This is an optimization exercise on Yosys and OpenROAD, whose aim is small area, not a production implementation.
Where RTL was checked, it was by simulation tests only, not by an equivalence proof against the original.

quartz:
## ajq_top
module ajq_top #(
    parameter N_RX = 16,
    parameter N_TX = 16
) (
    input  wire        clk,
    input  wire        rst,
    input  wire        drx_req_valid,
    input  wire [39:0] drx_req,
    output wire        drx_req_ready,
    output reg         drx_rsp_valid,
    output wire [33:0] drx_rsp,
    input  wire        dtx_req_valid,
    input  wire [39:0] dtx_req,
    output wire        dtx_req_ready,
    output reg         dtx_rsp_valid,
    output wire [33:0] dtx_rsp,
    input  wire        m_req_valid,
    input  wire [39:0] m_req,
    output wire        m_req_ready,
    output reg         m_rsp_valid,
    output wire [33:0] m_rsp,
    output wire        rxq_empty,
    output wire        rxq_full,
    output wire        txq_empty,
    output wire        txq_full,
    output wire        tx_irq_en,
    output wire [31:0] pkt
);
    localparam [3:0] OP_NOP      = 4'h0,
                     OP_Q_INIT   = 4'h1,
                     OP_Q_PUSH   = 4'h2,
                     OP_Q_POP    = 4'h3,
                     OP_TP_INIT  = 4'h4,
                     OP_RX_EVENT = 4'h5,
                     OP_TX_EVENT = 4'h6,
                     OP_TRY_RECV = 4'h7,
                     OP_TRY_SEND = 4'h8,
                     OP_FR_INIT  = 4'h9,
                     OP_FEED     = 4'hA,
                     OP_POLL     = 4'hB,
                     OP_ENCODE   = 4'hC;
    reg        tx_irq_en_q;
    reg  [7:0] fw_q [0:3];       
    reg  [2:0] position_q;       
    reg [31:0] pkt_q;            
    reg        enc_busy_q;
    reg  [1:0] enc_cnt_q;        
  ...
clock: 10.0 ns
lec_check: 0
abc_area: 1
cap_margin: 20
core_margin: 2
core_utilization: 40
cts_buf_list: sky130_fd_sc_hd__clkbuf_8
cts_cluster_diameter: 60
cts_cluster_size: 18
slew_margin: 20
run.sh (not shown) runs the stock make flow with config.mk's settings and CLKGATE_MAP_FILE= SYNTH_SCRIPT=/design/flow/synth_recipe.tcl, a recipe that flattens the netlist after the stock synthesis.
What pepper does differently from quartz at the input level:
Settings: changing CTS_CLUSTER_SIZE from 18 to 30; changing CTS_CLUSTER_DIAMETER from 60 to 100; changing CTS_BUF_LIST from sky130_fd_sc_hd__clkbuf_8 to sky130_fd_sc_hd__clkbuf_16.
Notes after the runs:
Worst clock skew, pepper and quartz, lower one = pepper.
Summary of pepper over quartz: depth of the critical timing path with buffers and inverters included grew by 3; clock-buffer cell count shrank by 16.
Changes in lagoon relative to pepper:
==> flow/flow/run.sh (new file) <==
#!/bin/bash
# Layout: the standard flow (standard.sh), with smaller port buffers,
# the synthesis buffers removed and non-critical cells downsized.
set -euo pipefail
export BUFFER_PORTS_ARGS="-buffer_cell sky130_fd_sc_hd__buf_1"
export REMOVE_ABC_BUFFERS=1
export RECOVER_POWER=100
bash standard.sh \
  "BUFFER_PORTS_ARGS=$BUFFER_PORTS_ARGS" \
  "REMOVE_ABC_BUFFERS=$REMOVE_ABC_BUFFERS" \
  "RECOVER_POWER=$RECOVER_POWER" \
  finish > make_finish.log 2>&1
==> flow/standard.sh (new file) <==
#!/bin/bash
# synth_recipe.tcl (not shown) runs the flow's synth.tcl, then flattens the netlist and writes it again
# the make line also repeats each setting of config.mk as NAME=value (left out here)
make -C /OpenROAD-flow-scripts/flow DESIGN_CONFIG=/design/flow/config.mk WORK_HOME=/design/flow/orfs CLKGATE_MAP_FILE= SYNTH_SCRIPT=/design/flow/synth_recipe.tcl "${@:-finish}"
removed: flow/run.sh
Findings:
Going from pepper to lagoon, share of the clock period used by the worst path grows by 14 points.
Status | lagoon and pepper | clean except lagoon
Layout checks on lagoon: not met. Flow itself completed; violations: capacitance limit, slew limit.
In the reports for lagoon and pepper, the larger via count belongs to lagoon.
Of lagoon and pepper, the run reporting the lower sequential share of layout area was pepper.
The standard cell area after detailed placement in lagoon was lower than what pepper gave.
Changes observed in lagoon relative to pepper: logic depth of the worst setup path including buffers has increased; count of clock-buffer cells in the layout picked up an extra 1; post-placement setup slack rose by 0.39 ns.
Function was not checked in any run of this note: the RTL went through the layout flow alone.


== v59 ==
Another version of the RTL of ajq_top (not shown whole).
For scale: roughly 400 flip-flops, about 270 I/O pins, about 0.018 mm^2 of cells after synthesis.
## ajq_top
module ajq_top #(
    parameter N_RX = 16,
    parameter N_TX = 16
) (
    input  wire        clk,
    input  wire        rst,
    input  wire        drx_req_valid,
    input  wire [39:0] drx_req,
    output wire        drx_req_ready,
    output reg         drx_rsp_valid,
    output wire [33:0] drx_rsp,
    input  wire        dtx_req_valid,
    input  wire [39:0] dtx_req,
    output wire        dtx_req_ready,
    output reg         dtx_rsp_valid,
    output wire [33:0] dtx_rsp,
    input  wire        m_req_valid,
    input  wire [39:0] m_req,
    output wire        m_req_ready,
    output reg         m_rsp_valid,
    output wire [33:0] m_rsp,
    output wire        rxq_empty,
    output wire        rxq_full,
    output wire        txq_empty,
    output wire        txq_full,
    output wire        tx_irq_en,
    output wire [31:0] pkt
);
==> flow/config.mk <==
export PLATFORM = sky130hd
export DESIGN_NAME = ajq_top
export DESIGN_NICKNAME = ajq_top
export VERILOG_FILES = /design/flow/design.v
export SDC_FILE = /design/flow/constraint.sdc
export NUM_CORES = 4
export LEC_CHECK = 0
export CAP_MARGIN = 0
export CORE_MARGIN = 2
export CORE_UTILIZATION = 60
export CTS_BUF_LIST = sky130_fd_sc_hd__clkbuf_16
export CTS_CLUSTER_DIAMETER = 100
export CTS_CLUSTER_SIZE = 30
export PLACE_DENSITY = 0.75
export SLEW_MARGIN = 0
==> flow/constraint.sdc <==
create_clock -name core_clock -period 10.0 [get_ports {clk}]
set_input_delay 2.0000 -clock core_clock [delete_from_list [all_inputs] [get_ports {clk}]]
set_output_delay 2.0000 -clock core_clock [all_outputs]
set_load 0.01 [all_outputs]
standard.sh (not shown) runs the stock make flow with config.mk's settings and CLKGATE_MAP_FILE= SYNTH_SCRIPT=/design/flow/synth_recipe.tcl, a recipe that flattens the netlist after the stock synthesis.
==> flow/flow/run.sh <==
#!/bin/bash
# Layout: the standard flow (standard.sh) with three changes: the
# smallest buffer on each port, one tie cell per constant value (no tie
# fanout repair), and after floorplan each mux4_1 swapped for the smaller
# mux4_2 (flow/post_floorplan.tcl).
set -euo pipefail
here=$(pwd)
export BUFFER_PORTS_ARGS="-buffer_cell sky130_fd_sc_hd__buf_1"
export SKIP_REPAIR_TIE_FANOUT=1
export POST_FLOORPLAN_TCL="$here/flow/post_floorplan.tcl"
bash standard.sh \
  "BUFFER_PORTS_ARGS=$BUFFER_PORTS_ARGS" \
  "SKIP_REPAIR_TIE_FANOUT=$SKIP_REPAIR_TIE_FANOUT" \
  "POST_FLOORPLAN_TCL=$POST_FLOORPLAN_TCL" \
  finish > make_finish.log 2>&1
==> flow/flow/post_floorplan.tcl <==
# After floorplan: swap each 4:1 mux for the library's smaller-area variant
# of the same function (sky130_fd_sc_hd__mux4_2 is smaller than mux4_1).
set n 0
foreach inst [[ord::get_db_block] getInsts] {
  if {[[$inst getMaster] getName] eq "sky130_fd_sc_hd__mux4_1"} {
    replace_cell [$inst getName] sky130_fd_sc_hd__mux4_2
    incr n
  }
}
puts "post_floorplan: swapped $n mux4_1 for mux4_2"
Looking at the reports, v59 completed the entire flow and the layout it produced met the timing, design-rule and antenna checks.
### v59 -> v47
Settings: CAP_MARGIN: 0 -> 20; SLEW_MARGIN: 0 -> 20.
Diff v59 -> v47: total number of multi-input combinational cells did not really move, routed metal-1 wirelength went up, cell area did not really move, sequential share of layout area did not really move.
The routed wire length on v47 is in line with that on v59.
Looking only at detailed-route vias per instance, and setting everything else aside, the higher value of v59 and v47 goes to v59.
v47 -> v59: core utilization flat
Any difference in post-route clock period utilization between v59 and v47 is small enough to ignore.
| count of TritonRoute iterations in the first routing pass | lower: v59 |
The synthesis-to-layout area growth on v59 is in line with that on v47.
The following lists how v45 was set up differently from v47:
==> flow/flow/run.sh <==
#!/bin/bash
# Layout: the standard flow (standard.sh) with two changes: the smallest
# buffer on each port, and one tie cell per constant value (no tie fanout
# repair).
set -euo pipefail
export BUFFER_PORTS_ARGS="-buffer_cell sky130_fd_sc_hd__buf_1"
export SKIP_REPAIR_TIE_FANOUT=1
bash standard.sh \
  "BUFFER_PORTS_ARGS=$BUFFER_PORTS_ARGS" \
  "SKIP_REPAIR_TIE_FANOUT=$SKIP_REPAIR_TIE_FANOUT" \
  finish > make_finish.log 2>&1
removed: flow/flow/post_floorplan.tcl
Notes after the runs:
Per the comparison of v45 with v47, worst setup margin has increased; highest net fanout along the worst path has remained practically unchanged; routed wire length has decreased.
The inputs of v32 differ from those of v45 as listed below.
Settings: putting SYNTH_HIERARCHICAL at 1 where nothing was set.
==> flow/flow/run.sh <==
#!/bin/bash
# Layout: the standard flow (standard.sh) with three changes: the
# smallest buffer on each port, one tie cell per constant value (no tie
# fanout repair), and after floorplan each mux4_1 swapped for the smaller
# mux4_2 (flow/post_floorplan.tcl).
set -euo pipefail
here=$(pwd)
export BUFFER_PORTS_ARGS="-buffer_cell sky130_fd_sc_hd__buf_1"
export SKIP_REPAIR_TIE_FANOUT=1
export POST_FLOORPLAN_TCL="$here/flow/post_floorplan.tcl"
bash standard.sh \
  "BUFFER_PORTS_ARGS=$BUFFER_PORTS_ARGS" \
  "SKIP_REPAIR_TIE_FANOUT=$SKIP_REPAIR_TIE_FANOUT" \
  "POST_FLOORPLAN_TCL=$POST_FLOORPLAN_TCL" \
  finish > make_finish.log 2>&1
==> flow/flow/post_floorplan.tcl (new file) <==
# After floorplan: swap each 4:1 mux for the library's smaller-area variant
# of the same function (sky130_fd_sc_hd__mux4_2 is smaller than mux4_1).
set n 0
foreach inst [[ord::get_db_block] getInsts] {
  if {[[$inst getMaster] getName] eq "sky130_fd_sc_hd__mux4_1"} {
    replace_cell [$inst getName] sky130_fd_sc_hd__mux4_2
    incr n
  }
}
puts "post_floorplan: swapped $n mux4_1 for mux4_2"
==> run notes <==
On number of cells on the critical path, v45 tracks v32 almost exactly.
v32 vs. v45: sequential share of layout area went up by 0.39 points.
The switching part of the total was comparable across v32 and v45.
From v45 to v32 the numbers moved as follows: setup skew after layout went up by 0.0037 ns; met3 usage in global routing went down by 0.67 points; arrival time at the worst endpoint went up by 0.22 ns; wire length of the first global-routing pass went up by 0.96%.

## afterwards: timing with drivers on the ports
Ports are ideal in the flow. The routed layouts listed here were re-timed in OpenROAD.
Step 1 assumes that a clkbuf_16 drives the clock port and a buf_2 every other input.
Step 2, shift: input delay + t, output delay - t, t = (earliest + latest rising clock arrival at the registers) / 2. This alone moves slack from input paths to output paths.
a / b / c = no drivers / after step 1 / after step 2; a / b = the first two.
| run | t (ns) | slack for setup (ns) | slew at the worst register clock pin (ns) | worst slew at a driven data input, ns |
|---|---|---|---|---|
| quartz | 0.642 | 5.056 / 5.066 / 4.424 | 0.11 / 0.11 | 0.09 |
| pepper | 0.592 | 4.953 / 4.972 / 4.380 | 0.12 / 0.12 | 0.10 |
| lagoon | 0.602 | 3.585 / 3.629 / 3.027 | 0.12 / 0.12 | 0.11 |
| v59 | 0.557 | 5.025 / 5.052 / 4.494 | 0.11 / 0.11 | 0.04 |
| v47 | 0.557 | 5.021 / 5.048 / 4.491 | 0.12 / 0.12 | 0.04 |
| v45 | 0.555 | 5.120 / 5.138 / 4.582 | 0.11 / 0.11 | 0.09 |
| v32 | 0.561 | 4.900 / 4.928 / 4.366 | 0.11 / 0.11 | 0.13 |
For quartz, which loses most, drivers alone change the setup slack by +0.010 ns; drivers and shift together by -0.632 ns.
